This is an optimization exercise on Yosys and OpenROAD, whose aim is small area, a short achievable clock period and few clock cycles, not a production implementation. Where RTL was checked, it was by simulation tests only, not by an equivalence proof against the original. For runs 1, 2, 5 and 6, only the layout was checked, not whether the RTL still works. Power is estimated from default activity; no workload was simulated.

==> flow/design.v <==
module bat_ms (
    input  wire        clk,
    input  wire        rst,
    input  wire        start,
    input  wire [1:0]  cfg_nsrc_m1,
    input  wire [15:0] cfg_bits_in_m1,           
    input  wire [15:0] cfg_in_align_repeat,      
    input  wire [15:0] cfg_in_align_bits_m1,     
    input  wire [3:0]  cfg_out_align_repeat,
    input  wire [3:0]  cfg_out_align_bits_m1,
    input  wire [15:0] cfg_repeat,
    input  wire [3:0]  in_valid,
    input  wire [3:0]  in_eod,
    input  wire [31:0] in_data,
    output wire [3:0]  in_ready,
    output wire        out_valid,
    output wire [7:0]  out_data,
    input  wire        out_ready,
    output wire        busy,
    output reg         ended_eod
);
    localparam [1:0] S_IDLE = 2'd0,
                     S_RUN  = 2'd1,
                     S_SKIP = 2'd2,
                     S_END  = 2'd3;
    reg [1:0]  state;
    reg [1:0]  nsrc_m1;
    reg [3:0]  bm1   [0:3];       
    reg [3:0]  in_n  [0:3];       
    reg [3:0]  in_pu [0:3];       
    reg [3:0]  out_m;             
    reg [3:0]  out_pu;            
    reg [15:0] rep_left;
    reg        rep_en;
    reg        rep_last;          
    reg [6:0]  win;               
    reg [1:0]  src;
    reg        lst;               
    reg [3:0]  in_cd [0:3];
    reg        sd    [0:3];       
    reg [3:0]  out_cd;
    reg        od;                
    reg [3:0]  skip_left;
    reg [6:0]  acc   [0:3];
    reg [2:0]  acc_n [0:3];
    reg        nd    [0:3];
    reg        part;
    reg [7:0]  hold;
    reg        s_v;
    reg [15:0] s_bits;
    reg [4:0]  s_lim;
    reg        s_pad;
    reg [23:0] em;
    reg [5:0]  em_n;
    reg [2:0]  pp;                
    reg        pph;               
    reg [3:0]  pk;                
    reg [3:0]  pr;                
    reg [3:0]  pb;                
    integer i;
    wire        flushing = (state == S_END) && !s_v;
    assign out_valid = (em_n[5:3] != 3'd0) || (flushing && em_n[2:0] != 3'd0);
    assign out_data  = em[23:16];
    wire        fire     = out_valid && out_ready;
    wire        s_take   = s_v && (em_n <= {1'b0, s_lim});
    wire [23:0] s_ins    = {s_bits, 8'd0} >> em_n[4:0];
    wire [5:0]  s_add    = 6'd24 - {1'b0, s_lim} + (s_pad ? {2'b0, out_pu} : 6'd0);
    wire        done_now = flushing && (em_n == 6'd0 || (em_n <= 6'd8 && out_ready));
    wire [3:0]  c_bm1   = bm1[src];
    wire [3:0]  c_n     = in_n[src];
    wire [3:0]  c_cd    = in_cd[src];
    wire [3:0]  c_pad   = in_pu[src];
    wire [6:0]  c_a7    = acc[src];
    wire [2:0]  c_a3    = acc_n[src];
    wire        c_sd    = sd[src];
    wire        c_valid = in_valid[src];
    wire        c_eod   = in_eod[src];
    wire [7:0]  c_data  = in_data[8*src +: 8];
    wire        opaddue  = lst && od;
    wire        pad_ok   = (!c_sd || (pp > {1'b0, src})) && (!opaddue || (pp == 3'd5));
    wire        s_free   = !s_v || s_take;
    wire        need     = part || nd[src];
    wire        run_go   = (state == S_RUN) && s_free && pad_ok;
    wire        run_rdy  = run_go && need;
    wire        skip_rdy = (state == S_SKIP) && s_free;
    assign in_ready = (run_rdy || skip_rdy) ? (4'b0001 << src) : 4'b0000;
    wire        take     = (run_rdy || skip_rdy) && c_valid;
    wire        take_eod = take && c_eod;
    wire        take_dat = take && !c_eod;
    wire [14:0] c_acc    = {c_a7, part ? hold : {1'b0, c_a7}};
    wire [3:0]  c_an     = {part, c_a3};
    wire [22:0] x_bits   = {c_acc, c_data};
    wire [37:0] x_sh     = {x_bits, 15'd0} >> c_an;
    wire [15:0] s_mask   = ~(16'h7fff >> c_bm1);
    wire [15:0] smp      = x_sh[22:7] & s_mask;
    wire [3:0]  d        = {1'b0, c_a3} + ~c_bm1;
    wire [2:0]  left     = d[2:0];
    wire        issue    = run_go && (!need || (take_dat && (part || d[3])));
    wire        partial  = run_go && need && !part && !d[3] && take_dat;
    wire        skip_in  = c_sd && (c_pad > {1'b0, left});
    wire [2:0]  a_new    = left - (c_sd ? c_pad[2:0] : 3'd0);
    wire [2:0]  a_skip   = 3'd0 - skip_left[2:0];
    wire        skip_done = skip_rdy && take_dat && (skip_left <= 4'd8);
    wire        step_done = (issue && !skip_in) || skip_done;
    wire        win_end   = step_done && lst;
    wire        rep_end   = win_end && rep_last;
    wire        pp_src   = (pp[2] == 1'b0);
    wire [1:0]  ppi      = pp[1:0];
    wire [6:0]  pu_x     = pp_src ? {2'd0, {1'b0, bm1[ppi]} + 5'd1} : win;
    wire [3:0]  pu_y     = pp_src ? in_n[ppi] : out_m;
    wire [4:0]  pu_u     = pp_src ? {1'b0, in_pu[ppi]} + 5'd1 : {1'b0, out_pu} + 5'd1;
    wire        pu_need  = pp_src ? ((ppi <= nsrc_m1) && (pu_y != 4'd0)) : (pu_y != 4'd0);
    wire        pu_small = pu_x < {2'd0, pu_u};
    wire [5:0]  pr_dbl   = {1'b0, pr, pu_x[pk[2:0]]};
    wire [5:0]  pr_dbs   = pr_dbl - {1'b0, pu_u};
    wire [3:0]  pr_red   = pr_dbs[5] ? pr_dbl[3:0] : pr_dbs[3:0];
    wire [4:0]  pr_sub   = {1'b0, pr} - {1'b0, pb};
    wire [4:0]  pr_sua   = pr_sub + pu_u;
    wire [3:0]  pr_acc   = pr_sub[4] ? pr_sua[3:0] : pr_sub[3:0];
    assign busy = (state != S_IDLE);
    always @(posedge clk) begin
        win <= {5'd0, nsrc_m1} + 7'd1 + {3'd0, bm1[0]}
             + ((nsrc_m1 >= 2'd1) ? {3'd0, bm1[1]} : 7'd0)
             + ((nsrc_m1 >= 2'd2) ? {3'd0, bm1[2]} : 7'd0)
             + ((nsrc_m1 == 2'd3) ? {3'd0, bm1[3]} : 7'd0);
        if (rst) begin
            state     <= S_IDLE;
            ended_eod <= 1'b0;
            s_v       <= 1'b0;
            em_n      <= 6'd0;
            em        <= 24'd0;
        end else begin
            if (s_take) begin
                em   <= fire ? ((em | s_ins) << 8) : (em | s_ins);
                em_n <= em_n + s_add - (fire ? 6'd8 : 6'd0);
            end else if (fire) begin
                em   <= em << 8;
                em_n <= (em_n[5:3] != 3'd0) ? em_n - 6'd8 : 6'd0;
            end
            if (s_free) begin
                s_v    <= issue || (skip_done && opaddue);
                s_bits <= (state == S_RUN) ? smp : 16'd0;
                s_lim  <= (state == S_RUN) ? 5'd23 - {1'b0, c_bm1} : 5'd24;
                s_pad  <= opaddue && ((state != S_RUN) || !skip_in);
            end
            if (state != S_IDLE && pp != 3'd5) begin
                if (!pu_need) begin
                    pp  <= pp + 3'd1;
                    pk  <= (pp == 3'd3) ? 4'd6 : 4'd4;
                end else if (pph == 1'b0) begin
                    pr <= pr_red;
                    pk <= pk - 4'd1;
                    if (pu_small || pk == 4'd0) begin
                        pph <= 1'b1;
                        pb  <= pu_small ? pu_x[3:0] : pr_red;
                        pr  <= 4'd0;
                        pk  <= pu_y;
                    end
                end else begin
                    pr <= pr_acc;
                    pk <= pk - 4'd1;
                    if (pk == 4'd1) begin
                        if (pp_src)
                            in_pu[ppi] <= pr_acc;
                        else
                            out_pu <= pr_acc;
                        pp  <= pp + 3'd1;
                        pph <= 1'b0;
                        pr  <= 4'd0;
                        pk  <= (pp == 3'd3) ? 4'd6 : 4'd4;
                    end
                end
            end
            if (take)
                hold <= c_data;
            case (state)
            S_IDLE: begin
                if (start) begin
                    nsrc_m1 <= cfg_nsrc_m1;
                    for (i = 0; i < 4; i = i + 1) begin
                        bm1[i]   <= cfg_bits_in_m1[4*i +: 4];
                        in_n[i]  <= cfg_in_align_repeat[4*i +: 4];
                        in_cd[i] <= cfg_in_align_repeat[4*i +: 4];
                        sd[i]    <= (cfg_in_align_repeat[4*i +: 4] == 4'd1);
                        in_pu[i] <= cfg_in_align_bits_m1[4*i +: 4];
                        acc_n[i] <= 3'd0;
                        nd[i]    <= 1'b1;
                    end
                    out_m    <= cfg_out_align_repeat;
                    out_cd   <= cfg_out_align_repeat;
                    od       <= (cfg_out_align_repeat == 4'd1);
                    out_pu   <= cfg_out_align_bits_m1;
                    rep_left <= cfg_repeat;
                    rep_en   <= (cfg_repeat != 16'd0);
                    rep_last <= (cfg_repeat == 16'd1);
                    src      <= 2'd0;
                    lst      <= (cfg_nsrc_m1 == 2'd0);
                    pp       <= 3'd0;
                    pph      <= 1'b0;
                    pk       <= 4'd4;
                    pr       <= 4'd0;
                    part     <= 1'b0;
                    em       <= 24'd0;
                    state    <= S_RUN;
                end
            end
            S_RUN: begin
                if (take_eod) begin
                    ended_eod <= 1'b1;
                    state     <= S_END;
                end else if (issue) begin
                    part <= 1'b0;
                    if (take)
                        acc[src] <= c_data[6:0];
                    if (skip_in) begin
                        acc_n[src] <= 3'd0;
                        nd[src]    <= 1'b1;
                        skip_left  <= c_pad - {1'b0, left};
                        state      <= S_SKIP;
                    end else begin
                        acc_n[src] <= a_new;
                        nd[src]    <= ({1'b0, a_new} <= c_bm1);
                    end
                    if (c_n != 4'd0) begin
                        in_cd[src] <= c_sd ? c_n : c_cd - 4'd1;
                        sd[src]    <= c_sd ? (c_n == 4'd1) : (c_cd == 4'd2);
                    end
                end else if (partial) begin
                    part <= 1'b1;
                end
            end
            S_SKIP: begin
                if (take_eod) begin
                    ended_eod <= 1'b1;
                    state     <= S_END;
                end else if (take_dat) begin
                    acc[src] <= c_data[6:0];
                    if (skip_done) begin
                        acc_n[src] <= a_skip;
                        nd[src]    <= ({1'b0, a_skip} <= c_bm1);
                        state      <= S_RUN;
                    end else begin
                        skip_left <= skip_left - 4'd8;
                    end
                end
            end
            S_END: begin
                if (done_now)
                    state <= S_IDLE;
            end
            endcase
            if (step_done) begin
                if (lst) begin
                    src <= 2'd0;
                    lst <= (nsrc_m1 == 2'd0);
                    if (out_m != 4'd0) begin
                        out_cd <= od ? out_m : out_cd - 4'd1;
                        od     <= od ? (out_m == 4'd1) : (out_cd == 4'd2);
                    end
                    if (rep_en) begin
                        rep_left <= rep_left - 16'd1;
                        rep_last <= (rep_left == 16'd2);
                    end
                end else begin
                    src <= src + 2'd1;
                    lst <= (src + 2'd1 == nsrc_m1);
                end
            end
            if (rep_end) begin
                ended_eod <= 1'b0;
                state     <= S_END;
            end
        end
    end
endmodule
==> flow/run.sh <==
#!/bin/bash
# synth_recipe.tcl (not shown) runs the flow's synth.tcl, then flattens the netlist and writes it again
# the make line also repeats each setting of config.mk as NAME=value (left out here)
make -C /OpenROAD-flow-scripts/flow DESIGN_CONFIG=/design/flow/config.mk WORK_HOME=/design/flow/orfs CLKGATE_MAP_FILE= SYNTH_SCRIPT=/design/flow/synth_recipe.tcl finish
==> flow/config.mk <==
export PLATFORM = sky130hd
export DESIGN_NAME = bat_ms
export DESIGN_NICKNAME = bat_ms
export VERILOG_FILES = /design/flow/design.v
export SDC_FILE = /design/flow/constraint.sdc
export NUM_CORES = 4
export LEC_CHECK = 0
export ABC_CLOCK_PERIOD_IN_PS = 5000
export CAP_MARGIN = 20
export CORE_MARGIN = 2
export CORE_UTILIZATION = 40
export PLACE_DENSITY = 0.6
export SETUP_SLACK_MARGIN = 5
export SLEW_MARGIN = 20
==> flow/constraint.sdc <==
create_clock -name core_clock -period 10.0 [get_ports {clk}]
set_input_delay 2.0000 -clock core_clock [delete_from_list [all_inputs] [get_ports {clk}]]
set_output_delay 2.0000 -clock core_clock [all_outputs]
set_load 0.01 [all_outputs]
==> results by group, run 1 <==
Clock network
  – CTS tree: done
  – H-tree lvl count: 1
  – Root Buffer: clkbuf_16
  – Hold-fix buffers, CTS: 0
  – Total CTS buffers: 28
  – CTS Buffer Depth: 3
  – # clock sinks: 244
  – Latest clock arrival within the worst-skew pair: 0.58 ns
  – CTS clk-pin slew, worst paths: 0.06 ns

Critical path
  – Worst r2r path cells: 19
  – Slowest stage cell, crit path: clkdlybuf4s50_1
  – Crit path cell chain: ha_1 > nor2b_1 > a2bb2oi_2 > o2111ai_2 > a31oi_4 > and2_1 > clkdlybuf4s50_1
  – Required time of the worst setup path: around 8 ns
  – Max incr delay on CP: approximately 0.56 ns
  – Arrival time worst endpoint: 2.99 ns
  – Max FO, Critical Path: 5
  – Crit Path Category: flip-flop to primary output
  – Internal reg-to-reg setup slack: 5.21 ns
  – Startpoint Class: flip-flop
  – Crit end category: primary output

STA
  – Rel. slew slack: 0.343
  – Post-Route Setup TNS: 0 ns
  – Highest Clock Rate: 201 MHz
  – Setup Viol. Count Final: 0
  – Worst Tran Pin Value: 0.976 ns
  – Tcrit/Tclk final: 0.499
  – Final Hold Vio Count: 0
  – Fin. max-slew vios: 0
  – Setup repair after global routing missed its margin: yes
  – Min cycle time layout: about 5.0 ns
  – Fin Clk Skew: 0.0332 ns

GRT
  – Initial antenna violation count: 1
  – Largest net degree at the start of global routing: 53
  – Grt peak-use layer: met2
  – First-pass GRT wire length: between 70000 and 80000 um
  – Met3 Resource Use GR: 0.0263
  – Grt met1 use: 0.294
  – Vias in the first global route: 13025
  – GRT Util Overall: 0.215
  – Met2 usage: 0.358
  – GRT overflow: 0

Route
  – DR vias: 12897
  – Final ANT Viol Nets: 0
  – Initial DRC Count: 1155
  – Total wire length: 45100 um
  – Remaining DRCs: 0
  – Routed len/inst: 20.1 um
  – Vias/cell: between 5 and 6
  – 1st-pass router iterations: 7

Logic synthesis
  – Sequential area share after synthesis: 0.421
  – Mapped Area: 0.0163 mm^2
  – Cell variety after synth: 91
  – Syn nets: 1798
  – Number of synthesized flops with an enable pin: 196
  – Synth Warn #: 3
  – Synthesized instance count: around 1600
  – Yosys reg bits: between 200 and 250
  – FFs w/ async S/R, synth: 0
  – Syn avg cell area: roughly 10 um^2
  – Post-synth top flop: edfxtp_1

Cells and area
  – Layout area overhead: 19.0%
  – Layout cells sized above 1: 0.131
  – Count of nets after finishing: 1915
  – Fin area: ~0.019 mm^2

Power and ir drop
  – Seq pwr share: 0.303
  – Clock power share: 0.203
  – Power Internal: between 2 and 3 mW
  – Power Density: ~260 mW/mm^2
  – Switching Fraction: 0.401
  – VDD IR-drop max: roughly 0.15 mV
  – Switch Pwr: 1.99 mW
  – Pleak: 7.55 nW
  – Power share of the combinational group: 0.494

Place
  – Post-DP HPWL: 33600 um
  – Gpl congestion: 0.912
  – Port Buffers: 132
  – Area after DPL: 0.0180 mm^2

Run status
  – Status: timing/DRC/antenna clean

Floorplan
  – Height of the chip: 206 um
  – Row cnt: 73
  – Starting Density: 0.407
  – IO Pins: 133
  – Die ar.: approximately 0.042 mm^2
  – Die X-Extent: 206 um
  – Core area: 0.0399 mm^2

Worst hold path
  – Hold WC Path Type: flip-flop to flip-flop
  – WHS Path Cells: 2

Job
  – Max-cap violations: 0
[metrics by stage]
stage          hold WS [ns]  cells  setup slack, ns   util  power [mW]
6_report              0.471   2237             5.01  0.485        4.96
2_1_floorplan         0.439   1573             5.01      -        3.21
3_5_place_dp          0.466   2157             4.04  0.450        3.85
4_1_cts               0.479   2220             4.98  0.478        4.92
5_1_grt               0.500   2237             4.91  0.485        5.32
3_3_place_gp          0.452   2157             4.25  0.450        3.80
[cells in the mapped netlist, types with 5 or more instances]
| library cell | n | area share |
|---|---|---|
| nand4_1 | 5 | 0.0019 |
| and3_1 | 8 | 0.0031 |
| or2_2 | 6 | 0.0023 |
| o22ai_1 | 9 | 0.0035 |
| a222oi_1 | 14 | 0.0086 |
| mux2_2 | 29 | 0.020 |
| nor2b_1 | 16 | 0.0062 |
| a21o_1 | 33 | 0.015 |
| edfxtp_1 | 196 | 0.36 |
| nand2_1 | 138 | 0.032 |
| dfxtp_1 | 48 | 0.059 |
| a311oi_1 | 6 | 0.0032 |
| o21ai_0 | 84 | 0.026 |
| or3_1 | 14 | 0.0054 |
| nor3_1 | 34 | 0.010 |
| a31oi_1 | 20 | 0.0077 |
| a211oi_1 | 21 | 0.0097 |
| nand2b_1 | 9 | 0.0035 |
| nor3b_1 | 6 | 0.0028 |
| buf_1 | 8 | 0.0018 |
| buf_4 | 9 | 0.0042 |
| a22oi_1 | 10 | 0.0046 |
| clkbuf_1 | 59 | 0.014 |
| and2_1 | 20 | 0.0077 |
| xnor2_1 | 16 | 0.0086 |
| a21oi_1 | 87 | 0.027 |
| mux4_2 | 42 | 0.058 |
| o31ai_1 | 7 | 0.0032 |
| inv_1 | 105 | 0.024 |
| mux2_4 | 8 | 0.0074 |
| xor2_1 | 11 | 0.0059 |
| nand3_1 | 24 | 0.0074 |
| nor4_1 | 8 | 0.0031 |
| o21a_1 | 9 | 0.0042 |
| fa_1 | 21 | 0.026 |
| a221o_1 | 11 | 0.0068 |
| mux2i_1 | 69 | 0.042 |
| ha_1 | 86 | 0.066 |
| o211ai_1 | 8 | 0.0037 |
| buf_2 | 10 | 0.0031 |
| nor2_1 | 160 | 0.037 |
| or4b_2 | 6 | 0.0037 |
[final timing paths]
check,endpoint,startpoint
worst max register to register,rep_left[14]$_DFFE_PN_,src[0]$_DFFE_PN_
worst min-delay path,em[1]$_SDFF_PP0_,em[1]$_SDFF_PP0_
worst max-delay path,in_ready[0],pp[1]$_DFFE_PN_
worst min register to register,em[1]$_SDFF_PP0_,em[1]$_SDFF_PP0_
[flip-flops by register name (all words and copies together), names as in the netlist, 5 cells and up, named ones only]
register and cells:
rep_left 16, em_n 6, acc 28, in_pu 16, hold 8, s_bits 16, em 24, acc_n 12
bm1 16, s_lim 5, win 7, in_n 16, in_cd 16
[cell type report]
class                      instances  area, um^2
antenna                            1        2.50
clock buffer                      40         766
clock inverter                    11         128
fill                            3656       20600
inverter                         112         440
multi-input combinational       1128        8760
sequential                       244        6860
tap                              525         657
timing repair buffer             176        1740
[cell usage in the layout (no fill, tap or decap), drive strengths merged, types with 6 or more instances in the layout]
| master | instances |
|---|---|
| nor2b | 17 |
| clkinv | 12 |
| or2 | 7 |
| a221o | 11 |
| a31oi | 20 |
| ha | 86 |
| clkdlybuf4s50 | 128 |
| nor4 | 8 |
| or4b | 6 |
| a22oi | 10 |
| o31ai | 7 |
| o21a | 9 |
| and3 | 9 |
| mux2i | 69 |
| nor3 | 35 |
| nand3 | 25 |
| dfxtp | 48 |
| xnor2 | 16 |
| inv | 107 |
| a311oi | 7 |
| a21o | 33 |
| xor2 | 11 |
| a21oi | 88 |
| or3 | 14 |
| fa | 21 |
| mux2 | 39 |
| clkbuf | 41 |
| nand2 | 139 |
| o22ai | 9 |
| mux4 | 42 |
| nand2b | 9 |
| o211ai | 8 |
| a222oi | 14 |
| buf | 42 |
| o21ai | 86 |
| and2 | 20 |
| edfxtp | 196 |
| nor2 | 160 |
| nor3b | 6 |
| a211oi | 21 |
[worst max-delay path, delay by kind of cell, from the launching register on]
family	cells	cell delay, ns
fa+ha+maj	1	0.34
flops	1	0.46
compound gates	3	0.64
buf+inv	1	0.56
simple gates	2	0.39
[logic make-up after synthesis]
| kind of cell | share of synthesized area |
|---|---|
| and+or+nand+nor | 0.137 |
| AOI/OAI and AO/OA | 0.152 |
| DFF | 0.421 |
| buffers and inverters | 0.0513 |
| muxes | 0.130 |
| adders and majority gates | 0.0927 |
| xor gates and xnor gates | 0.0159 |
[routing by layer]
layer	vias up	wire length, um
met5	-	0
met3	85	2340
met1	6325	20000
met4	0	1290
met2	412	21400
li1	6075	-
[power groups by stage]
stage | registers (mW) | logic [mW] | clock network [mW]
6_report | 1.50 | 2.45 | 1.01
5_1_grt | 1.53 | 2.72 | 1.07
4_1_cts | 1.50 | 2.39 | 1.03
3_5_place_dp | 1.52 | 2.32 | 0
3_3_place_gp | 1.52 | 2.28 | 0
2_1_floorplan | 1.46 | 1.75 | 0
[what timing repair did]
item / in CTS / in global routing
buffers inserted: 11 / 14
setup endpoints to repair: 126 / 79
pin swaps: 5 / 3
resized for setup: 36 / 25
gates cloned: 1 / 2
==> inputs of run 2 (changes only) <==
--- a/flow/config.mk
+++ b/flow/config.mk
@@ -6,5 +6,5 @@
 export NUM_CORES = 4
 export LEC_CHECK = 0
-export ABC_CLOCK_PERIOD_IN_PS = 5000
+export ABC_CLOCK_PERIOD_IN_PS = 3000
 export CAP_MARGIN = 20
 export CORE_MARGIN = 2
==> results by group, run 2 <==
Run status
  – Status: timing/DRC/antenna clean

STA
  – Fin. max-slew vios: 0
  – Setup repair after global routing missed its margin: yes
  – Worst Tran Pin Value: 0.976 ns
  – Tcrit/Tclk final: 0.499
  – Fin Clk Skew: 0.0332 ns
  – Hold Slack: 0.471 ns
  – PnR worst setup slack: 5.01 ns
  – Highest Clock Rate: roughly 200 MHz
  – Min cycle time layout: 4.99 ns
  – Rel. slew slack: 0.343
  – Final Hold Vio Count: 0
  – Post-Route Setup TNS: 0 ns
  – Setup Viol. Count Final: 0

Logic synthesis
  – Yosys top cell by area: edfxtp_1
  – Cell variety after synth: 91
  – Mapped Area: 0.0163 mm^2
  – Yosys reg bits: 244
  – Number of synthesized flops with an enable pin: 196
  – Count leader, synth: edfxtp_1
  – Synth area leaders: edfxtp_1 (36%), ha_1 (6.6%), dfxtp_1 (5.9%)
  – Sequential area share after synthesis: 0.421
  – Syn nets: 1798
  – FFs w/ async S/R, synth: 0
  – Synth Warn #: 3
  – Post-synth top flop: edfxtp_1
  – Most frequent cells after synthesis: edfxtp_1 (196), nor2_1 (160), nand2_1 (138)
  – Synth top area share: 0.362
  – Synthesized instance count: 1573
  – Syn avg cell area: 10.3 um^2

Clock network
  – CTS clk-pin slew, worst paths: ~0.060 ns
  – CTS tree: done
  – CTS Buffer Depth: 3
  – Total CTS buffers: 28
  – Latest clock arrival within the worst-skew pair: around 0.58 ns
  – H-tree lvl count: 1
  – Hold-fix buffers, CTS: 0
  – Root Buffer: clkbuf_16
  – # clock sinks: 244

Route
  – Final ANT Viol Nets: 0
  – Initial DRC Count: 1155
  – Remaining DRCs: 0
  – Total wire length: 45100 um
  – Routed len/inst: 20.1 um
  – Vias/cell: 5.77
  – DR vias: about 13000
  – 1st-pass router iterations: 7

Floorplan
  – Core area: 0.0399 mm^2
  – Die X-Extent: 206 um
  – Die ar.: 0.0423 mm^2
  – Starting Density: 0.407
  – IO Pins: 133
  – Row cnt: 73
  – Height of the chip: 206 um

Critical path
  – Crit end category: primary output
  – Max incr delay on CP: 0.56 ns
  – Max FO, Critical Path: 5
  – Startpoint Class: flip-flop
  – Arrival time worst endpoint: 2.99 ns
  – Crit Path Category: flip-flop to primary output
  – Crit path cell chain: ha_1 > nor2b_1 > a2bb2oi_2 > o2111ai_2 > a31oi_4 > and2_1 > clkdlybuf4s50_1
  – Slowest stage cell, crit path: clkdlybuf4s50_1
  – Required time of the worst setup path: approximately 8 ns

Cells and area
  – Biggest register: acc
  – Util after Layout: 0.485
  – Largest regs: acc (28), em (24)
  – Highest-count cells in the layout ignoring fill and taps: edfxtp_1 (196), nor2_1 (158), nand2_1 (136)
  – Fin area: 0.0194 mm^2
  – Max reg flops: 28
  – Layout cells sized above 1: 0.131
  – Layout area overhead: 19.0%
  – Count of nets after finishing: around 1900
  – Most common cell after layout, fill and taps aside: edfxtp_1

Power and ir drop
  – Pleak: 7.55 nW
  – Power Density: 257 mW/mm^2
  – Power share of the combinational group: 0.494
  – VDD IR-drop max: 0.152 mV
  – Clock power share: 0.203
  – Power Internal: 2.98 mW
  – Switch Pwr: between 1.5 and 2 mW
  – Switching Fraction: 0.401
  – Seq pwr share: 0.303

GRT
  – GRT Util Overall: 0.215
  – Vias in the first global route: between 10000 and 15000
  – Largest net degree at the start of global routing: 53
  – GRT overflow: 0
  – Initial antenna violation count: 1
  – First-pass GRT wire length: 71600 um

Place
  – Area after DPL: between 0.015 and 0.02 mm^2
  – Gpl congestion: 0.912
  – Place WS: 4.04 ns
  – Port Buffers: between 100 and 150
  – Post-DP HPWL: 33600 um

Job
  – Max-cap violations: 0

Worst hold path
  – Hold WC Path Type: flip-flop to flip-flop
run 2: per-layer routing:
metal	vias up	wire length (um)	GRT usage
met5	-	0	0
met4	0	1290	0.0658
met3	85	2340	0.0263
met2	412	21400	0.358
met1	6325	20000	0.294
li1	6075	-	-
run 2: worst paths after layout:
check	start	endpoint	slack, ns	depth (start not counted)
max	pp[1]$_DFFE_PN_	in_ready[0]	5.01	7
min	em[1]$_SDFF_PP0_	em[1]$_SDFF_PP0_	0.47	2
max reg2reg	src[0]$_DFFE_PN_	rep_left[14]$_DFFE_PN_	5.21	19
min reg2reg	em[1]$_SDFF_PP0_	em[1]$_SDFF_PP0_	0.47	2
run 2: metrics by stage:
stage          cells  total power, mW
3_5_place_dp    2157             3.85
3_3_place_gp    2157             3.80
2_1_floorplan   1573             3.21
4_1_cts         2220             4.92
5_1_grt         2237             5.32
6_report        2237             4.96
run 2: area by class of cell:
type / instances / area (um^2)
multi-input combinational: 1128 / 8760
clock buffer: 40 / 766
clock inverter: 11 / 128
sequential: 244 / 6860
inverter: 112 / 440
antenna: 1 / 2.50
timing repair buffer: 176 / 1740
fill: 3656 / 20600
tap: 525 / 657
run 2: logic make-up (layout without fill, tap and decap cells):
| kind of cell | after synthesis | after routing | synth area share |
|---|---|---|---|
| compound gates | 368 | 368 | 0.152 |
| xor+xnor | 28 | 28 | 0.0159 |
| fa+ha+maj | 108 | 108 | 0.0927 |
| buf+inv | 202 | 339 | 0.0513 |
| flops | 244 | 244 | 0.421 |
| mux | 150 | 150 | 0.130 |
| other cells | 0 | 1 | 0 |
| simple gates | 473 | 474 | 0.137 |
run 2: power by group through the flow:
| stage | registers (mW) | logic [mW] | clock network [mW] |
|---|---|---|---|
| final | 1.50 | 2.45 | 1.01 |
| after floorplan | 1.46 | 1.75 | 0 |
| after detailed placement | 1.52 | 2.32 | 0 |
| after global placement | 1.52 | 2.28 | 0 |
| after global routing | 1.53 | 2.72 | 1.07 |
| after CTS | 1.50 | 2.39 | 1.03 |
run 2: repair_timing:
action / 4_1_cts / 5_1_grt
pin swaps: 5 / 3
resized for setup: 36 / 25
setup endpoints to repair: 126 / 79
buffers inserted: 11 / 14
gates cloned: 1 / 2
run 2: worst max-delay path: cells and delay by family (launching register included):
kind	cells	cell delay, ns
compound gates	3	0.64
fa+ha+maj	1	0.34
simple gates	2	0.39
flops	1	0.46
buf+inv	1	0.56
==> inputs of run 3 (changes only) <==
--- a/flow/design.v
+++ b/flow/design.v
@@ -34,5 +34,4 @@
     reg        rep_en;
     reg        rep_last;          
-    reg [6:0]  win;               
     reg [1:0]  src;
     reg        lst;               
@@ -54,8 +53,7 @@
     reg [5:0]  em_n;
     reg [2:0]  pp;                
-    reg        pph;               
     reg [3:0]  pk;                
-    reg [3:0]  pr;                
-    reg [3:0]  pb;                
+    reg [1:0]  poi;               
+    reg [5:0]  pr;                
     integer i;
     wire        flushing = (state == S_END) && !s_v;
@@ -107,21 +105,11 @@
     wire        pp_src   = (pp[2] == 1'b0);
     wire [1:0]  ppi      = pp[1:0];
-    wire [6:0]  pu_x     = pp_src ? {2'd0, {1'b0, bm1[ppi]} + 5'd1} : win;
+    wire [3:0]  pu_xm1   = bm1[pp_src ? ppi : poi];
     wire [3:0]  pu_y     = pp_src ? in_n[ppi] : out_m;
-    wire [4:0]  pu_u     = pp_src ? {1'b0, in_pu[ppi]} + 5'd1 : {1'b0, out_pu} + 5'd1;
+    wire [3:0]  pu_um1   = pp_src ? in_pu[ppi] : out_pu;
     wire        pu_need  = pp_src ? ((ppi <= nsrc_m1) && (pu_y != 4'd0)) : (pu_y != 4'd0);
-    wire        pu_small = pu_x < {2'd0, pu_u};
-    wire [5:0]  pr_dbl   = {1'b0, pr, pu_x[pk[2:0]]};
-    wire [5:0]  pr_dbs   = pr_dbl - {1'b0, pu_u};
-    wire [3:0]  pr_red   = pr_dbs[5] ? pr_dbl[3:0] : pr_dbs[3:0];
-    wire [4:0]  pr_sub   = {1'b0, pr} - {1'b0, pb};
-    wire [4:0]  pr_sua   = pr_sub + pu_u;
-    wire [3:0]  pr_acc   = pr_sub[4] ? pr_sua[3:0] : pr_sub[3:0];
+    wire [5:0]  pr_next  = pr + (pr[5] ? {2'b00, pu_um1} : {2'b11, ~pu_xm1}) + {5'd0, pr[5]};
     assign busy = (state != S_IDLE);
     always @(posedge clk) begin
-        win <= {5'd0, nsrc_m1} + 7'd1 + {3'd0, bm1[0]}
-             + ((nsrc_m1 >= 2'd1) ? {3'd0, bm1[1]} : 7'd0)
-             + ((nsrc_m1 >= 2'd2) ? {3'd0, bm1[2]} : 7'd0)
-             + ((nsrc_m1 == 2'd3) ? {3'd0, bm1[3]} : 7'd0);
         if (rst) begin
             state     <= S_IDLE;
@@ -147,27 +135,22 @@
                 if (!pu_need) begin
                     pp  <= pp + 3'd1;
-                    pk  <= (pp == 3'd3) ? 4'd6 : 4'd4;
-                end else if (pph == 1'b0) begin
-                    pr <= pr_red;
-                    pk <= pk - 4'd1;
-                    if (pu_small || pk == 4'd0) begin
-                        pph <= 1'b1;
-                        pb  <= pu_small ? pu_x[3:0] : pr_red;
-                        pr  <= 4'd0;
-                        pk  <= pu_y;
+                end else if (pr[5] || pk != pu_y) begin
+                    pr <= pr_next;
+                    if (!pr[5]) begin
+                        if (pp_src || poi == nsrc_m1) begin
+                            pk  <= pk + 4'd1;
+                            poi <= 2'd0;
+                        end else begin
+                            poi <= poi + 2'd1;
+                        end
                     end
                 end else begin
-                    pr <= pr_acc;
-                    pk <= pk - 4'd1;
-                    if (pk == 4'd1) begin
-                        if (pp_src)
-                            in_pu[ppi] <= pr_acc;
-                        else
-                            out_pu <= pr_acc;
-                        pp  <= pp + 3'd1;
-                        pph <= 1'b0;
-                        pr  <= 4'd0;
-                        pk  <= (pp == 3'd3) ? 4'd6 : 4'd4;
-                    end
+                    if (pp_src)
+                        in_pu[ppi] <= pr[3:0];
+                    else
+                        out_pu <= pr[3:0];
+                    pp <= pp + 3'd1;
+                    pk <= 4'd0;
+                    pr <= 6'd0;
                 end
             end
@@ -197,7 +180,7 @@
                     lst      <= (cfg_nsrc_m1 == 2'd0);
                     pp       <= 3'd0;
-                    pph      <= 1'b0;
-                    pk       <= 4'd4;
-                    pr       <= 4'd0;
+                    pk       <= 4'd0;
+                    poi      <= 2'd0;
+                    pr       <= 6'd0;
                     part     <= 1'b0;
                     em       <= 24'd0;
==> flow/flow/run.sh (new file) <==
#!/bin/bash
set -euo pipefail
MARGIN=6
sed "s|^make -C |make SETUP_SLACK_MARGIN=${MARGIN} -C |" standard.sh > standard_margin.sh
bash standard_margin.sh > standard_margin.log 2>&1
==> flow/standard.sh (new file) <==
#!/bin/bash
# synth_recipe.tcl (not shown) runs the flow's synth.tcl, then flattens the netlist and writes it again
# the make line also repeats each setting of config.mk as NAME=value (left out here)
make -C /OpenROAD-flow-scripts/flow DESIGN_CONFIG=/design/flow/config.mk WORK_HOME=/design/flow/orfs CLKGATE_MAP_FILE= SYNTH_SCRIPT=/design/flow/synth_recipe.tcl "${@:-finish}"
--- a/flow/config.mk
+++ b/flow/config.mk
@@ -6,9 +6,7 @@
 export NUM_CORES = 4
 export LEC_CHECK = 0
-export ABC_CLOCK_PERIOD_IN_PS = 3000
 export CAP_MARGIN = 20
 export CORE_MARGIN = 2
 export CORE_UTILIZATION = 40
 export PLACE_DENSITY = 0.6
-export SETUP_SLACK_MARGIN = 5
 export SLEW_MARGIN = 20
removed: flow/run.sh
==> results by group, run 3 <==
Worst hold path
  – Hold WC Path Type: flip-flop to flip-flop
  – Hold Path End: em[3]$_SDFF_PP0_
  – Min-delay src: em[3]$_SDFF_PP0_
  – WHS Path Cells: 2

Logic synthesis
  – Yosys reg bits: 236
  – Syn avg cell area: 10.6 um^2
  – Synth area leaders: edfxtp_1 (39%), mux4_2 (6.6%), dfxtp_1 (5.5%)
  – Syn nets: approximately 1600
  – Post-synth top flop: edfxtp_1
  – FFs w/ async S/R, synth: 0
  – Mapped Area: 0.0150 mm^2
  – Number of synthesized flops with an enable pin: 195
  – Yosys top cell by area: edfxtp_1
  – Synth top area share: 0.390
  – Most frequent cells after synthesis: edfxtp_1 (195), nand2_1 (178), nor2_1 (114)
  – Count leader, synth: edfxtp_1
  – Synthesized instance count: 1417
  – Cell variety after synth: 84
  – Sequential area share after synthesis: 0.445
  – Synth Warn #: 3

Power and ir drop
  – Switch Pwr: 1.59 mW
  – Power share of the combinational group: 0.431
  – VDD IR-drop max: 0.189 mV
  – Pleak: roughly 7.5 nW
  – Seq pwr share: 0.313
  – Clock power share: 0.255
  – Power Internal: 2.78 mW
  – Switching Fraction: 0.363
  – Power Density: about 220 mW/mm^2

Floorplan
  – Die ar.: 0.0391 mm^2
  – Core area: around 0.037 mm^2
  – Height of the chip: ~200 um
  – IO Pins: 133
  – Starting Density: 0.408
  – Die X-Extent: 198 um
  – Row cnt: 70

STA
  – Final Hold Vio Count: 0
  – Fin Clk Skew: 0.0433 ns
  – Post-Route Setup TNS: 0 ns
  – Min cycle time layout: between 4 and 5 ns
  – Setup repair after global routing missed its margin: yes
  – Tcrit/Tclk final: 0.466
  – Highest Clock Rate: around 210 MHz
  – Worst Tran Pin Value: 0.967 ns
  – Rel. slew slack: 0.352
  – Setup Viol. Count Final: 0
  – Fin. max-slew vios: 0

Route
  – Total wire length: 44200 um
  – DR vias: approximately 12000
  – Final ANT Viol Nets: 0
  – Routed len/inst: 21.0 um
  – Remaining DRCs: 0
  – 1st-pass router iterations: 8
  – Vias/cell: 5.82
  – Initial DRC Count: around 1100

Clock network
  – H-tree lvl count: 1
  – CTS tree: done
  – CTS Buffer Depth: 3
  – Latest clock arrival within the worst-skew pair: 0.58 ns
  – Root Buffer: clkbuf_16
  – CTS clk-pin slew, worst paths: roughly 0.060 ns
  – Total CTS buffers: 28
  – Hold-fix buffers, CTS: 0
  – # clock sinks: 236

Cells and area
  – Diodes inserted: 0
  – Max reg flops: 28
  – Count of nets after finishing: 1804
  – Highest-count cells in the layout ignoring fill and taps: edfxtp_1 (195), nand2_1 (170), clkdlybuf4s50_1 (117)
  – Most common cell after layout, fill and taps aside: edfxtp_1
  – Layout cells sized above 1: 0.254
  – Biggest register: acc
  – Layout area overhead: 30.1%
  – Largest regs: acc (28), em (24)
  – Fin area: 0.0195 mm^2

Run status
  – Status: timing/DRC/antenna clean

GRT
  – Vias in the first global route: 12336
  – First-pass GRT wire length: 68700 um
  – Largest net degree at the start of global routing: a little over 60
  – Initial antenna violation count: 0
  – GRT Util Overall: 0.225
  – GRT overflow: 0

Place
  – Area after DPL: 0.0169 mm^2
  – Port Buffers: 132
  – Post-DP HPWL: just over 30000 um
  – Gpl congestion: approximately 0.86

Critical path
  – Required time of the worst setup path: 8.00 ns
  – Crit end category: primary output
  – Reg-to-Reg Start: src[1]$_DFFE_PN_
  – Critical path origin: s_lim[3]$_SDFFCE_PN1P_
  – Max FO, Critical Path: 3
  – Worst r2r path cells: 17
  – Crit Path Category: flip-flop to primary output
  – Startpoint Class: flip-flop
  – Internal reg-to-reg setup slack: 5.62 ns
  – Arrival time worst endpoint: approximately 2.7 ns
  – Worst r2r dst: rep_left[15]$_DFFE_PN_

Job
  – Max-cap violations: 0
-- run 3: cell count changes after synthesis, sizes merged, moves of 7 or more --
cell,previous run,this run
o221a,0,9
fa,21,11
a221o,11,1
nand2,138,178
nor2,160,114
inv,108,72
a21o,33,21
and2,20,27
dfxtp,48,41
ha,86,60
o21ai,86,76
a21oi,88,67
a31oi,20,13
a211oi,21,29
-- run 3: worst max path at each step --
stage                     cells past startpoint  slack [ns]                endpoint
final                                        10        5.34             in_ready[3]
after global routing                         11        5.25             in_ready[3]
after detailed placement                     13        4.44   rep_left[4]$_DFFE_PN_
after floorplan                              22        5.57  rep_left[11]$_DFFE_PN_
after CTS                                    10        5.28             in_ready[2]
after global placement                       13        4.60   rep_left[4]$_DFFE_PN_
-- run 3: power groups by stage --
| stage | logic, mW | registers [mW] | clock network, mW |
|---|---|---|---|
| after floorplan | 1.16 | 1.34 | 0 |
| after global placement | 1.50 | 1.40 | 0 |
| after detailed placement | 1.53 | 1.40 | 0 |
| after CTS | 1.78 | 1.36 | 1.13 |
| after global routing | 2.05 | 1.38 | 1.16 |
| final | 1.88 | 1.37 | 1.12 |
-- run 3: stage by stage --
step	worst slack (ns)	cells	util	hold WS [ns]	total power, mW
3_5_place_dp	4.44	1951	0.460	0.458	2.93
3_3_place_gp	4.60	1951	0.460	0.450	2.90
6_report	5.34	2105	0.531	0.467	4.37
5_1_grt	5.25	2105	0.531	0.505	4.59
2_1_floorplan	5.57	1417	-	0.439	2.50
4_1_cts	5.28	2090	0.523	0.474	4.27
-- run 3: cell families (layout without fill, tap and decap cells) --
family,after synthesis,after routing,synth area share
AOI/OAI and AO/OA,306,306,0.140
DFF,236,236,0.445
buffers and inverters,155,373,0.0428
and+or+nand+nor,461,461,0.143
muxes,160,162,0.149
xor gates and xnor gates,27,27,0.0158
adders and majority gates,72,72,0.0654
-- run 3: layout make-up --
type                            count  area [um^2]
Fill cell                        3179        17300
Clock inverter                     16          238
Multi-Input combinational cell   1028         8500
Inverter                           74          334
Tap cell                          468          586
Timing Repair Buffer              246         2370
Timing Repair inverter              1         16.3
Sequential cell                   236         6710
Clock buffer                       36          772
-- run 3: critical path, stage by stage (launching register included) --
cell and delay (ns):
edfxtp_1 0.43, inv_2 0.10, ha_4 0.20, and4b_1 0.20, and3_4 0.17, a311oi_4 0.36, buf_4 0.21, o21ai_4 0.07
buf_6 0.13, and2_4 0.15, buf_6 0.11
-- run 3: repair_timing --
| action | 4_1_cts | 5_1_grt |
|---|---|---|
| cloned | 6 | 0 |
| pin swaps | 40 | 26 |
| gates resized for setup | 164 | 36 |
| buffers inserted | 81 | 15 |
| endpoints found under the setup margin | 222 | 145 |
-- run 3: routing by layer --
metal,GRT usage,part of all wire,up-vias,routed length (um)
li1,-,-,5734,-
met1,0.304,0.43,6023,19200
met2,0.379,0.48,419,21400
met3,0.0247,0.051,80,2230
met4,0.0732,0.031,0,1380
met5,0,0,-,0
Testbench counts of run 3, summed over its fixed seeds: cycles 51,516.
==> inputs of run 4 (changes only) <==
==> flow/run.sh (new file) <==
#!/bin/bash
# synth_recipe.tcl (not shown) runs the flow's synth.tcl, then flattens the netlist and writes it again
# the make line also repeats each setting of config.mk as NAME=value (left out here)
make -C /OpenROAD-flow-scripts/flow DESIGN_CONFIG=/design/flow/config.mk WORK_HOME=/design/flow/orfs CLKGATE_MAP_FILE= SYNTH_SCRIPT=/design/flow/synth_recipe.tcl finish
--- a/flow/config.mk
+++ b/flow/config.mk
@@ -10,3 +10,4 @@
 export CORE_UTILIZATION = 40
 export PLACE_DENSITY = 0.6
+export SETUP_SLACK_MARGIN = 5
 export SLEW_MARGIN = 20
removed: flow/flow/run.sh
removed: flow/standard.sh
==> results by group, run 4 <==
Run status
  – Status: timing/DRC/antenna clean

Logic synthesis
  – Synth Area in Compound Gates: 0.140
  – Cell variety after synth: between 80 and 90
  – Synthesized instance count: 1417
  – FFs w/ async S/R, synth: 0
  – Yosys top cell by area: edfxtp_1
  – Syn nets: 1606
  – Synth top area share: 0.390
  – Most frequent cells after synthesis: edfxtp_1 (195), nand2_1 (178), nor2_1 (114)
  – Multiplexer share of the synthesized area: 0.149
  – Synth Warn #: 3
  – Main combinational cell family by area after synthesis: multiplexers
  – Syn avg cell area: 10.6 um^2
  – Mapped Area: around 0.015 mm^2
  – Sequential area share after synthesis: 0.445
  – Number of synthesized flops with an enable pin: 195
  – Adder-cell share of the synthesized area: 0.0654
  – Count leader, synth: edfxtp_1
  – Post-Synth Simple-Gate Area: 0.143
  – Post-synth top flop: edfxtp_1
  – Yosys reg bits: 236
  – Post-synthesis xor/xnor area fraction: 0.0158
  – Synth area leaders: edfxtp_1 (39%), mux4_2 (6.6%), dfxtp_1 (5.5%)

Clock network
  – CTS Buffer Depth: 3
  – CTS tree: done
  – Root Buffer: clkbuf_16
  – Total CTS buffers: 27
  – H-tree lvl count: 1
  – # clock sinks: 236
  – Latest clock arrival within the worst-skew pair: 0.55 ns
  – CTS clk-pin slew, worst paths: about 0.06 ns
  – Hold-fix buffers, CTS: 0

Cells and area
  – Count of nets after finishing: 1719
  – Final cell count without fillers: 2019
  – Util after Layout: 0.489
  – Most common cell after layout, fill and taps aside: edfxtp_1
  – Max reg flops: 28
  – Biggest register: acc
  – Layout cells sized above 1: 0.150
  – Fin area: 0.0180 mm^2
  – Highest-count cells in the layout ignoring fill and taps: edfxtp_1 (195), nand2_1 (176), clkdlybuf4s50_1 (128)
  – Layout area overhead: 20.0%
  – Diodes inserted: 0
  – Largest regs: acc (28), em (24)

Route
  – DR vias: around 12000
  – Remaining DRCs: 0
  – 1st-pass router iterations: 5
  – Total wire length: just over 40000 um
  – Routed len/inst: 20.3 um
  – Vias/cell: 5.79
  – Final ANT Viol Nets: 0
  – Initial DRC Count: 887

STA
  – Setup Viol. Count Final: 0
  – Rel. slew slack: 0.361
  – Final Hold Vio Count: 0
  – Min cycle time layout: 4.86 ns
  – Post-Route Setup TNS: 0 ns
  – Worst Tran Pin Value: 0.956 ns
  – Tcrit/Tclk final: 0.486
  – Setup repair after global routing missed its margin: yes
  – Fin. max-slew vios: 0
  – Highest Clock Rate: 206 MHz
  – Fin Clk Skew: 0.0139 ns

Power and ir drop
  – Pleak: 6.83 nW
  – VDD IR-drop max: between 0.1 and 0.15 mV
  – Power Density: 223 mW/mm^2

Floorplan
  – Core area: about 0.037 mm^2
  – Die ar.: 0.0391 mm^2
  – Starting Density: 0.408
  – Row cnt: 70
  – Height of the chip: 198 um
  – Die X-Extent: roughly 200 um
  – IO Pins: about 130

Place
  – Inst Count DP: 1953
  – Post-DP HPWL: ~30000 um
  – Port Buffers: 132
  – Gpl congestion: ~0.85
  – Area after DPL: 0.0167 mm^2

Critical path
  – Critical path origin: s_lim[4]$_SDFFCE_PN1P_
  – Max FO, Critical Path: 4
  – Arrival time worst endpoint: 2.86 ns
  – Startpoint Class: flip-flop
  – Reg-to-Reg Start: src[0]$_DFFE_PN_
  – Crit Path Category: flip-flop to primary output
  – Required time of the worst setup path: 8.00 ns
  – Max incr delay on CP: 0.37 ns
  – Crit end category: primary output
  – Slowest stage cell, crit path: edfxtp_1
  – Crit path cell chain: inv_1 > ha_1 > and4b_1 > and3_4 > a311oi_4 > buf_4 > nor3_4 > nand2_1 > o21ai_2 > and2_1 > dlygate4sd2_1

Job
  – Max-cap violations: 0

GRT
  – Vias in the first global route: 11645
  – GRT Util Overall: 0.210
  – Initial antenna violation count: 1
  – GRT overflow: 0
  – Grt met1 use: 0.285
  – Met3 Resource Use GR: 0.0288
  – Largest net degree at the start of global routing: 62
  – First-pass GRT wire length: around 64000 um
  – Grt peak-use layer: met2
  – Met2 usage: 0.348

Worst hold path
  – Hold WC Path Type: flip-flop to flip-flop
  – Min-delay src: em[1]$_SDFF_PP0_
## run 4: cell counts after synthesis
No cell type changed its count.
## run 4: power breakdown
part	total, mW	internal (mW)	switching (mW)
Clock	1.11	0.688	0.422
Sequential	1.37	1.25	0.122
Combinational	1.54	0.654	0.882
## run 4: repair_timing
action,CTS,global route
cloned,0,1
gates resized for setup,36,22
pin swaps,3,2
endpoints found under the setup margin,68,78
buffers inserted,14,1
## run 4: logic make-up (layout without fill, tap and decap cells)
| group | count (synthesis) | count (layout) |
|---|---|---|
| AND/OR/NAND/NOR | 461 | 461 |
| AO/OA/AOI/OAI | 306 | 306 |
| flip-flops | 236 | 236 |
| multiplexers | 160 | 161 |
| buffers and inverters | 155 | 288 |
| adder cells (fa/ha/maj) | 72 | 72 |
| XOR/XNOR | 27 | 27 |
## run 4: path summary, 6_finish.rpt
path	to	slack, ns	cells after the start
worst max-delay path	in_ready[3]	5.14	11
worst min-delay path	em[1]$_SDFF_PP0_	0.47	2
worst max register to register	in_cd[0][3]$_DFFE_PP_	5.19	16
worst min register to register	em[1]$_SDFF_PP0_	0.47	2
## run 4: metrics by stage
| step | power (mW) | setup slack (ns) | hold slack [ns] |
|---|---|---|---|
| 3_5_place_dp | 2.86 | 3.79 | 0.462 |
| 6_report | 4.02 | 5.14 | 0.472 |
| 5_1_grt | 4.27 | 4.92 | 0.493 |
| 3_3_place_gp | 2.83 | 3.90 | 0.451 |
| 2_1_floorplan | 2.44 | 5.02 | 0.439 |
| 4_1_cts | 4.01 | 5.03 | 0.477 |
## run 4: layer usage
layer | vias up | wire (um) | part of all wire
met5 | - | 13 | 0.00032
met4 | 2 | 1150 | 0.028
met3 | 68 | 2180 | 0.053
met2 | 371 | 19300 | 0.47
met1 | 5713 | 18200 | 0.45
li1 | 5541 | - | -
## run 4: layout make-up
cell class / instances / area, um^2
fillers: 3408 / 18800
inverters: 74 / 289
well taps: 468 / 586
clock buffers: 31 / 701
clock inverters: 19 / 302
repair buffers: 164 / 1580
multi-input cells: 1027 / 7850
flip-flops and latches: 236 / 6690
## run 4: critical path: cells and delay by family, from the launching register on
| family | cells | cell delay, ns |
|---|---|---|
| and+or+nand+nor | 5 | 0.74 |
| buffers and inverters | 3 | 0.61 |
| DFF | 1 | 0.37 |
| AOI/OAI and AO/OA | 2 | 0.34 |
| adders and majority gates | 1 | 0.26 |
==> inputs of run 5 (changes only) <==
--- a/flow/design.v
+++ b/flow/design.v
@@ -48,7 +48,7 @@
     reg        s_v;
     reg [15:0] s_bits;
-    reg [4:0]  s_lim;
+    reg [5:0]  s_lim;
     reg        s_pad;
-    reg [23:0] em;
+    reg [31:0] em;
     reg [5:0]  em_n;
     reg [2:0]  pp;                
@@ -59,9 +59,9 @@
     wire        flushing = (state == S_END) && !s_v;
     assign out_valid = (em_n[5:3] != 3'd0) || (flushing && em_n[2:0] != 3'd0);
-    assign out_data  = em[23:16];
+    assign out_data  = em[31:24];
     wire        fire     = out_valid && out_ready;
-    wire        s_take   = s_v && (em_n <= {1'b0, s_lim});
-    wire [23:0] s_ins    = {s_bits, 8'd0} >> em_n[4:0];
-    wire [5:0]  s_add    = 6'd24 - {1'b0, s_lim} + (s_pad ? {2'b0, out_pu} : 6'd0);
+    wire        s_take   = s_v && (em_n <= s_lim);
+    wire [31:0] s_ins    = {s_bits, 16'd0} >> em_n[4:0];
+    wire [5:0]  s_add    = 6'd32 - s_lim + (s_pad ? {2'b0, out_pu} : 6'd0);
     wire        done_now = flushing && (em_n == 6'd0 || (em_n <= 6'd8 && out_ready));
     wire [3:0]  c_bm1   = bm1[src];
@@ -109,5 +109,6 @@
     wire [3:0]  pu_um1   = pp_src ? in_pu[ppi] : out_pu;
     wire        pu_need  = pp_src ? ((ppi <= nsrc_m1) && (pu_y != 4'd0)) : (pu_y != 4'd0);
-    wire [5:0]  pr_next  = pr + (pr[5] ? {2'b00, pu_um1} : {2'b11, ~pu_xm1}) + {5'd0, pr[5]};
+    wire [5:0]  pr_one   = pr + (pr[5] ? {2'b00, pu_um1} : {2'b11, ~pu_xm1}) + {5'd0, pr[5]};
+    wire [5:0]  pr_next  = pr_one + (pr_one[5] ? {2'b00, pu_um1} + 6'd1 : 6'd0);
     assign busy = (state != S_IDLE);
     always @(posedge clk) begin
@@ -117,5 +118,5 @@
             s_v       <= 1'b0;
             em_n      <= 6'd0;
-            em        <= 24'd0;
+            em        <= 32'd0;
         end else begin
             if (s_take) begin
@@ -129,5 +130,5 @@
                 s_v    <= issue || (skip_done && opaddue);
                 s_bits <= (state == S_RUN) ? smp : 16'd0;
-                s_lim  <= (state == S_RUN) ? 5'd23 - {1'b0, c_bm1} : 5'd24;
+                s_lim  <= (state == S_RUN) ? 6'd31 - {2'b0, c_bm1} : 6'd32;
                 s_pad  <= opaddue && ((state != S_RUN) || !skip_in);
             end
@@ -184,5 +185,5 @@
                     pr       <= 6'd0;
                     part     <= 1'b0;
-                    em       <= 24'd0;
+                    em       <= 32'd0;
                     state    <= S_RUN;
                 end
==> results by group, run 5 <==
Power and ir drop
  – VDD IR-drop max: 0.318 mV
  – Power share of the combinational group: 0.454
  – Switch Pwr: between 1.5 and 2 mW
  – Seq pwr share: 0.312
  – Power Internal: 2.90 mW
  – Pleak: 7.10 nW
  – Power Density: approximately 240 mW/mm^2
  – Switching Fraction: 0.375
  – Overall power: 4.64 mW
  – Clock power share: 0.234

Cells and area
  – FF+latch area: ~0.0069 mm^2
  – Most common cell after layout, fill and taps aside: edfxtp_1
  – Count of nets after finishing: 1802
  – Multi-input combinational cell area: 0.00837 mm^2
  – Fillers: 3488
  – Max reg flops: 32
  – Layout area overhead: 21.0%
  – Layout cells sized above 1: 0.154
  – Largest regs: em (32), acc (28)
  – Diodes inserted: 0
  – Fin area: 0.0190 mm^2
  – Highest-count cells in the layout ignoring fill and taps: edfxtp_1 (196), nand2_1 (148), clkdlybuf4s50_1 (128)
  – Biggest register: em

Critical path
  – Crit end category: primary output
  – Crit path cell chain: inv_2 > ha_1 > nor2b_1 > o21ai_1 > a311o_1 > a21oi_4 > buf_4 > and2_1 > dlygate4sd2_1
  – Required time of the worst setup path: 8.00 ns
  – Max FO, Critical Path: 7
  – Arrival time worst endpoint: around 2.9 ns
  – Crit Path Category: flip-flop to primary output
  – Slowest stage cell, crit path: edfxtp_1
  – Max incr delay on CP: between 0.4 and 0.5 ns
  – Internal reg-to-reg setup slack: 5.14 ns
  – Startpoint Class: flip-flop

Floorplan
  – Row cnt: 72
  – Core area: 0.0386 mm^2
  – Height of the chip: 202 um
  – Die ar.: 0.0408 mm^2
  – Die X-Extent: 202 um
  – Starting Density: 0.406
  – IO Pins: 133

Route
  – Initial DRC Count: 985
  – DR vias: 12405
  – Remaining DRCs: 0
  – Vias/cell: 5.78
  – Final ANT Viol Nets: 0
  – Routed len/inst: 20.9 um
  – Total wire length: roughly 45000 um
  – 1st-pass router iterations: 7

STA
  – Rel. slew slack: 0.326
  – Post-Route Setup TNS: 0 ns
  – Setup repair after global routing missed its margin: yes
  – Hold Slack: 0.465 ns
  – Highest Clock Rate: 204 MHz
  – Tcrit/Tclk final: 0.491
  – Final Hold Vio Count: 0
  – PnR worst setup slack: 5.09 ns
  – Fin Clk Skew: 0.0378 ns
  – Fin. max-slew vios: 0
  – Setup Viol. Count Final: 0
  – Min cycle time layout: 4.91 ns
  – Worst Tran Pin Value: around 1 ns

Logic synthesis
  – Sequential area share after synthesis: 0.438
  – Yosys top cell by area: edfxtp_1
  – Synthesized instance count: 1477
  – Number of synthesized flops with an enable pin: between 150 and 200
  – Post-synth top flop: edfxtp_1
  – Yosys reg bits: 245
  – Synth top area share: 0.375
  – Synth area leaders: edfxtp_1 (38%), mux4_2 (7.5%), dfxtp_1 (6.3%)
  – Syn avg cell area: 10.6 um^2
  – Syn nets: 1672
  – Count leader, synth: edfxtp_1
  – Cell variety after synth: 79
  – FFs w/ async S/R, synth: 0
  – Synth Warn #: 3
  – Most frequent cells after synthesis: edfxtp_1 (196), nand2_1 (149), nor2_1 (113)
  – Mapped Area: between 0.015 and 0.02 mm^2

Job
  – Max-cap violations: 0

GRT
  – Vias in the first global route: 12321
  – Largest net degree at the start of global routing: 51
  – GRT Util Overall: 0.214
  – GRT overflow: 0
  – First-pass GRT wire length: 69500 um
  – Initial antenna violation count: 1

Clock network
  – # clock sinks: around 250
  – Hold-fix buffers, CTS: 0
  – CTS tree: done
  – CTS clk-pin slew, worst paths: 0.06 ns
  – Root Buffer: clkbuf_16
  – CTS Buffer Depth: 3
  – Total CTS buffers: 28
  – H-tree lvl count: 1
  – Latest clock arrival within the worst-skew pair: 0.58 ns

Worst hold path
  – Hold WC Path Type: flip-flop to flip-flop

Place
  – Place WS: 3.72 ns
  – Post-DP HPWL: ~32000 um
  – Port Buffers: roughly 130
  – Area after DPL: 0.0174 mm^2
  – Gpl congestion: just under 0.9

Run status
  – Status: timing/DRC/antenna clean
run 5: timing repair:
action                     CTS  global route
setup endpoints to repair  135            51
gates cloned                 2             2
gates resized for setup     40            28
setup buffers               24            15
pin swaps                    6             4
run 5: worst paths after layout:
| check | end | startpoint | cells after the start |
|---|---|---|---|
| max | in_ready[1] | src[1]$_DFFE_PN_ | 9 |
| min | em[7]$_SDFF_PP0_ | em[7]$_SDFF_PP0_ | 2 |
| max reg2reg | rep_left[8]$_DFFE_PN_ | src[0]$_DFFE_PN_ | 19 |
| min reg2reg | em[7]$_SDFF_PP0_ | em[7]$_SDFF_PP0_ | 2 |
run 5: critical path, delay by kind of cell, from the launching register on:
family / cells / cell delay [ns]
and+or+nand+nor: 2 / 0.30
adders and majority gates: 1 / 0.31
buffers and inverters: 3 / 0.56
DFF: 1 / 0.44
AOI/OAI and AO/OA: 3 / 0.72
run 5: cells by family after synthesis:
group | synth area share
adder cells (fa/ha/maj) | 0.0667
XOR/XNOR | 0.0195
AO/OA/AOI/OAI | 0.145
multiplexers | 0.148
AND/OR/NAND/NOR | 0.138
flip-flops | 0.438
buffers and inverters | 0.0442
run 5: power by group through the flow:
| stage | logic, mW | clock network [mW] | registers [mW] |
|---|---|---|---|
| 2_1_floorplan | 1.51 | 0 | 1.41 |
| 3_3_place_gp | 1.91 | 0 | 1.48 |
| 3_5_place_dp | 1.94 | 0 | 1.49 |
| 4_1_cts | 2.05 | 1.11 | 1.44 |
| 5_1_grt | 2.34 | 1.15 | 1.46 |
| 6_report | 2.11 | 1.09 | 1.45 |
run 5: stage by stage:
step / cells / utilization
after global routing: 2145 / 0.491
final: 2145 / 0.491
after global placement: 2052 / 0.449
after floorplan: 1477 / -
after detailed placement: 2052 / 0.449
after CTS: 2128 / 0.484
run 5: per-layer routing:
layer | track usage | wire length, um | vias up
met4 | 0.0772 | 1520 | 0
met2 | 0.354 | 21300 | 411
met3 | 0.0237 | 2370 | 80
li1 | - | - | 5820
met5 | 0 | 0 | -
met1 | 0.291 | 19700 | 6094
run 5: area by class of cell:
type                       count  area share
multi-input combinational   1068       0.441
sequential                   245       0.362
timing repair buffer         185      0.0943
clock buffer                  35      0.0388
tap                          518      0.0341
inverter                      79      0.0168
clock inverter                15      0.0125
==> inputs of run 6 (changes only) <==
==> flow/flow/run.sh (new file) <==
#!/bin/bash
set -euo pipefail
MARGIN=5.5
sed "s|^make -C |make SETUP_SLACK_MARGIN=${MARGIN} 'BUFFER_PORTS_ARGS=-buffer_cell sky130_fd_sc_hd__buf_1' -C |" standard.sh > standard_margin.sh
bash standard_margin.sh > standard_margin.log 2>&1
==> flow/standard.sh (new file) <==
#!/bin/bash
# synth_recipe.tcl (not shown) runs the flow's synth.tcl, then flattens the netlist and writes it again
# the make line also repeats each setting of config.mk as NAME=value (left out here)
make -C /OpenROAD-flow-scripts/flow DESIGN_CONFIG=/design/flow/config.mk WORK_HOME=/design/flow/orfs CLKGATE_MAP_FILE= SYNTH_SCRIPT=/design/flow/synth_recipe.tcl "${@:-finish}"
--- a/flow/config.mk
+++ b/flow/config.mk
@@ -10,4 +10,3 @@
 export CORE_UTILIZATION = 40
 export PLACE_DENSITY = 0.6
-export SETUP_SLACK_MARGIN = 5
 export SLEW_MARGIN = 20
removed: flow/run.sh
==> results by group, run 6 <==
Power and ir drop
  – Seq pwr share: 0.304
  – Pleak: 6.96 nW
  – Power Density: 254 mW/mm^2
  – Power Internal: 2.96 mW
  – Switching Fraction: 0.379
  – Clock power share: 0.232
  – VDD IR-drop max: 0.252 mV
  – Switch Pwr: 1.81 mW
  – Power share of the combinational group: 0.464

Logic synthesis
  – Synth Area in Compound Gates: 0.145
  – Yosys top cell by area: edfxtp_1
  – Post-Synth Simple-Gate Area: 0.138
  – Synth area leaders: edfxtp_1 (38%), mux4_2 (7.5%), dfxtp_1 (6.3%)
  – Main combinational cell family by area after synthesis: multiplexers
  – Syn nets: 1672
  – Adder-cell share of the synthesized area: 0.0667
  – Post-synthesis xor/xnor area fraction: 0.0195
  – Yosys reg bits: about 250
  – Number of synthesized flops with an enable pin: 196
  – Synth Warn #: 3
  – FFs w/ async S/R, synth: 0
  – Multiplexer share of the synthesized area: 0.148
  – Mapped Area: 0.0157 mm^2
  – Syn avg cell area: about 11 um^2
  – Count leader, synth: edfxtp_1
  – Cell variety after synth: 79
  – Sequential area share after synthesis: 0.438
  – Synthesized instance count: roughly 1500
  – Post-synth top flop: edfxtp_1
  – Synth top area share: 0.375
  – Most frequent cells after synthesis: edfxtp_1 (196), nand2_1 (149), nor2_1 (113)

Clock network
  – CTS tree: done
  – Root Buffer: clkbuf_16
  – H-tree lvl count: 1
  – Latest clock arrival within the worst-skew pair: 0.59 ns
  – Total CTS buffers: 29
  – CTS Buffer Depth: 3
  – CTS clk-pin slew, worst paths: 0.06 ns
  – # clock sinks: 245
  – Hold-fix buffers, CTS: 0

STA
  – Setup Viol. Count Final: 0
  – Final Hold Vio Count: 0
  – Fin Clk Skew: 0.0174 ns
  – Setup repair after global routing missed its margin: yes
  – Rel. slew slack: 0.314
  – Min cycle time layout: 4.65 ns
  – Post-Route Setup TNS: 0 ns
  – Tcrit/Tclk final: 0.465
  – Highest Clock Rate: between 200 and 250 MHz
  – Worst Tran Pin Value: between 1 and 1.5 ns
  – Fin. max-slew vios: 0

Cells and area
  – Max reg flops: 32
  – Layout cells sized above 1: 0.205
  – Count of nets after finishing: 1830
  – Most common cell after layout, fill and taps aside: edfxtp_1
  – Highest-count cells in the layout ignoring fill and taps: edfxtp_1 (196), nand2_1 (147), buf_1 (127)
  – Largest regs: em (32), acc (28)
  – Biggest register: em
  – Layout area overhead: 19.9%
  – Diodes inserted: 0
  – Util after Layout: 0.487

Critical path
  – Reg-to-Reg Start: src[0]$_DFFE_PN_
  – Startpoint Class: flip-flop
  – Max incr delay on CP: 0.57 ns
  – Max FO, Critical Path: 5
  – Crit path cell chain: buf_12 > mux4_2 > a311o_1 > a21oi_4 > and2_4 > buf_6
  – Arrival time worst endpoint: 2.65 ns
  – Crit Path Category: flip-flop to primary output
  – Worst r2r dst: od$_DFFE_PN_
  – Internal reg-to-reg setup slack: about 5.5 ns
  – Required time of the worst setup path: approximately 8.0 ns
  – Crit path to: in_ready[3]
  – Slowest stage cell, crit path: mux4_2
  – Worst r2r path cells: 20
  – Crit end category: primary output

Route
  – 1st-pass router iterations: 8
  – DR vias: 12505
  – Routed len/inst: 20.4 um
  – Vias/cell: 5.75
  – Remaining DRCs: 0
  – Total wire length: 44500 um
  – Final ANT Viol Nets: 0
  – Initial DRC Count: 995

Floorplan
  – Starting Density: 0.406
  – IO Pins: 133
  – Die ar.: 0.0408 mm^2
  – Height of the chip: 202 um
  – Die X-Extent: 202 um
  – Row cnt: 72
  – Core area: roughly 0.039 mm^2

Job
  – Max-cap violations: 0

GRT
  – Met3 Resource Use GR: 0.0303
  – First-pass GRT wire length: 68900 um
  – Grt met1 use: 0.288
  – Largest net degree at the start of global routing: 62
  – Initial antenna violation count: 3
  – Vias in the first global route: 12240
  – GRT Util Overall: 0.212
  – Grt peak-use layer: met2
  – GRT overflow: 0
  – Met2 usage: 0.353

Place
  – Port Buffers: 132
  – Post-DP HPWL: slightly above 30000 um
  – Gpl congestion: approximately 0.9

Worst hold path
  – Hold WC Path Type: flip-flop to flip-flop
  – WHS Path Cells: 2

Run status
  – Status: timing/DRC/antenna clean
## run 6: worst max-delay path, delay by kind of cell (launching register included)
| kind | cells | cell delay [ns] |
|---|---|---|
| compound gates | 2 | 0.70 |
| mux | 1 | 0.57 |
| buf+inv | 2 | 0.21 |
| simple gates | 1 | 0.20 |
| flops | 1 | 0.38 |
## run 6: repair_timing
item	in CTS	in global routing
cloned	2	5
pin swaps	12	47
gates resized for setup	64	84
buffers inserted	38	27
endpoints found under the setup margin	148	108
## run 6: logic make-up after synthesis
group	count (synthesis)
adder cells (fa/ha/maj)	77
XOR/XNOR	35
AO/OA/AOI/OAI	335
buffers and inverters	167
multiplexers	162
AND/OR/NAND/NOR	456
flip-flops	245
## run 6: layout make-up
cell class / instances / area, um^2
sequential: 245 / 6890
clock buffer: 31 / 733
timing repair buffer: 208 / 1220
clock inverter: 22 / 264
fill: 3506 / 19800
multi-input combinational: 1071 / 8720
inverter: 79 / 332
tap: 518 / 648
timing repair inverter: 1 / 5.00
## run 6: power by group through the flow
stage          clock network [mW]  logic (mW)  registers (mW)
3_5_place_dp                    0        1.91            1.49
4_1_cts                      1.13        2.07            1.44
2_1_floorplan                   0        1.53            1.41
5_1_grt                      1.16        2.44            1.47
3_3_place_gp                    0        1.89            1.49
6_report                     1.11        2.21            1.45
## run 6: worst min-delay path by stage
stage	slack [ns]	startpoint	endpoint
floorplan	0.43	em[0]$_SDFF_PP0_	em[0]$_SDFF_PP0_
global placement	0.45	em[0]$_SDFF_PP0_	em[0]$_SDFF_PP0_
detailed placement	0.45	em[0]$_SDFF_PP0_	em[0]$_SDFF_PP0_
CTS	0.47	em[0]$_SDFF_PP0_	em[0]$_SDFF_PP0_
global route	0.50	em[25]$_SDFF_PP0_	em[25]$_SDFF_PP0_
finish	0.46	em[0]$_SDFF_PP0_	em[0]$_SDFF_PP0_
## run 6: per-stage QoR
| stage | hold slack (ns) | std cells | cell area, um^2 | worst slack [ns] | power (mW) |
|---|---|---|---|---|---|
| finish | 0.463 | 2175 | 18800 | 5.35 | 4.77 |
| global route | 0.504 | 2175 | 18800 | 5.31 | 5.08 |
| CTS | 0.468 | 2143 | 18200 | 5.37 | 4.64 |
| detailed placement | 0.454 | 2050 | 16600 | 3.94 | 3.40 |
| global placement | 0.449 | 2050 | 16600 | 4.17 | 3.37 |
| floorplan | 0.435 | 1477 | 15800 | 5.52 | 2.94 |
## run 6: metal layers
| layer | part of all wire | up-vias |
|---|---|---|
| met3 | 0.060 | 100 |
| met2 | 0.47 | 426 |
| met1 | 0.44 | 6082 |
| li1 | - | 5893 |
| met5 | 0.00067 | - |
| met4 | 0.031 | 4 |

==> separate check: timing with driven ports <==
In the flow no input, the clock included, has a driving cell. The finished layouts below were timed again as built, in two steps. Step 1 assumes that a clkbuf_16 drives the clock port and a buf_2 every other input. Step 2, shift: input delay + t, output delay - t, t = (earliest + latest rising clock arrival at the registers) / 2. This alone moves slack from input paths to output paths. Slacks: ideal ports / drivers / drivers and shift; pairs: ideal ports / drivers.
run | t (ns) | slack for setup (ns) | worst setup path after step 2 | clock arrival spread, ns | slew at the worst register clock pin (ns)
run 1 | 0.623 | 5.013 / 4.957 / 4.596 | input to register | 0.034 / 0.034 | 0.07 / 0.07
run 2 | 0.623 | 5.013 / 4.957 / 4.596 | input to register | 0.034 / 0.034 | 0.07 / 0.07
run 3 | 0.615 | 5.341 / 5.286 / 5.280 | input to register | 0.044 / 0.043 | 0.07 / 0.07
run 4 | 0.602 | 5.144 / 5.090 / 4.599 | input to register | 0.014 / 0.014 | 0.07 / 0.07
run 5 | 0.616 | 5.087 / 5.035 / 4.560 | input to register | 0.038 / 0.038 | 0.06 / 0.06
run 6 | 0.631 | 5.347 / 5.292 / 5.078 | input to register | 0.019 / 0.018 | 0.07 / 0.07
After both steps setup and hold are still met in every run listed. For run 4, which loses most, drivers alone change the setup slack by -0.054 ns; drivers and shift together by -0.545 ns.
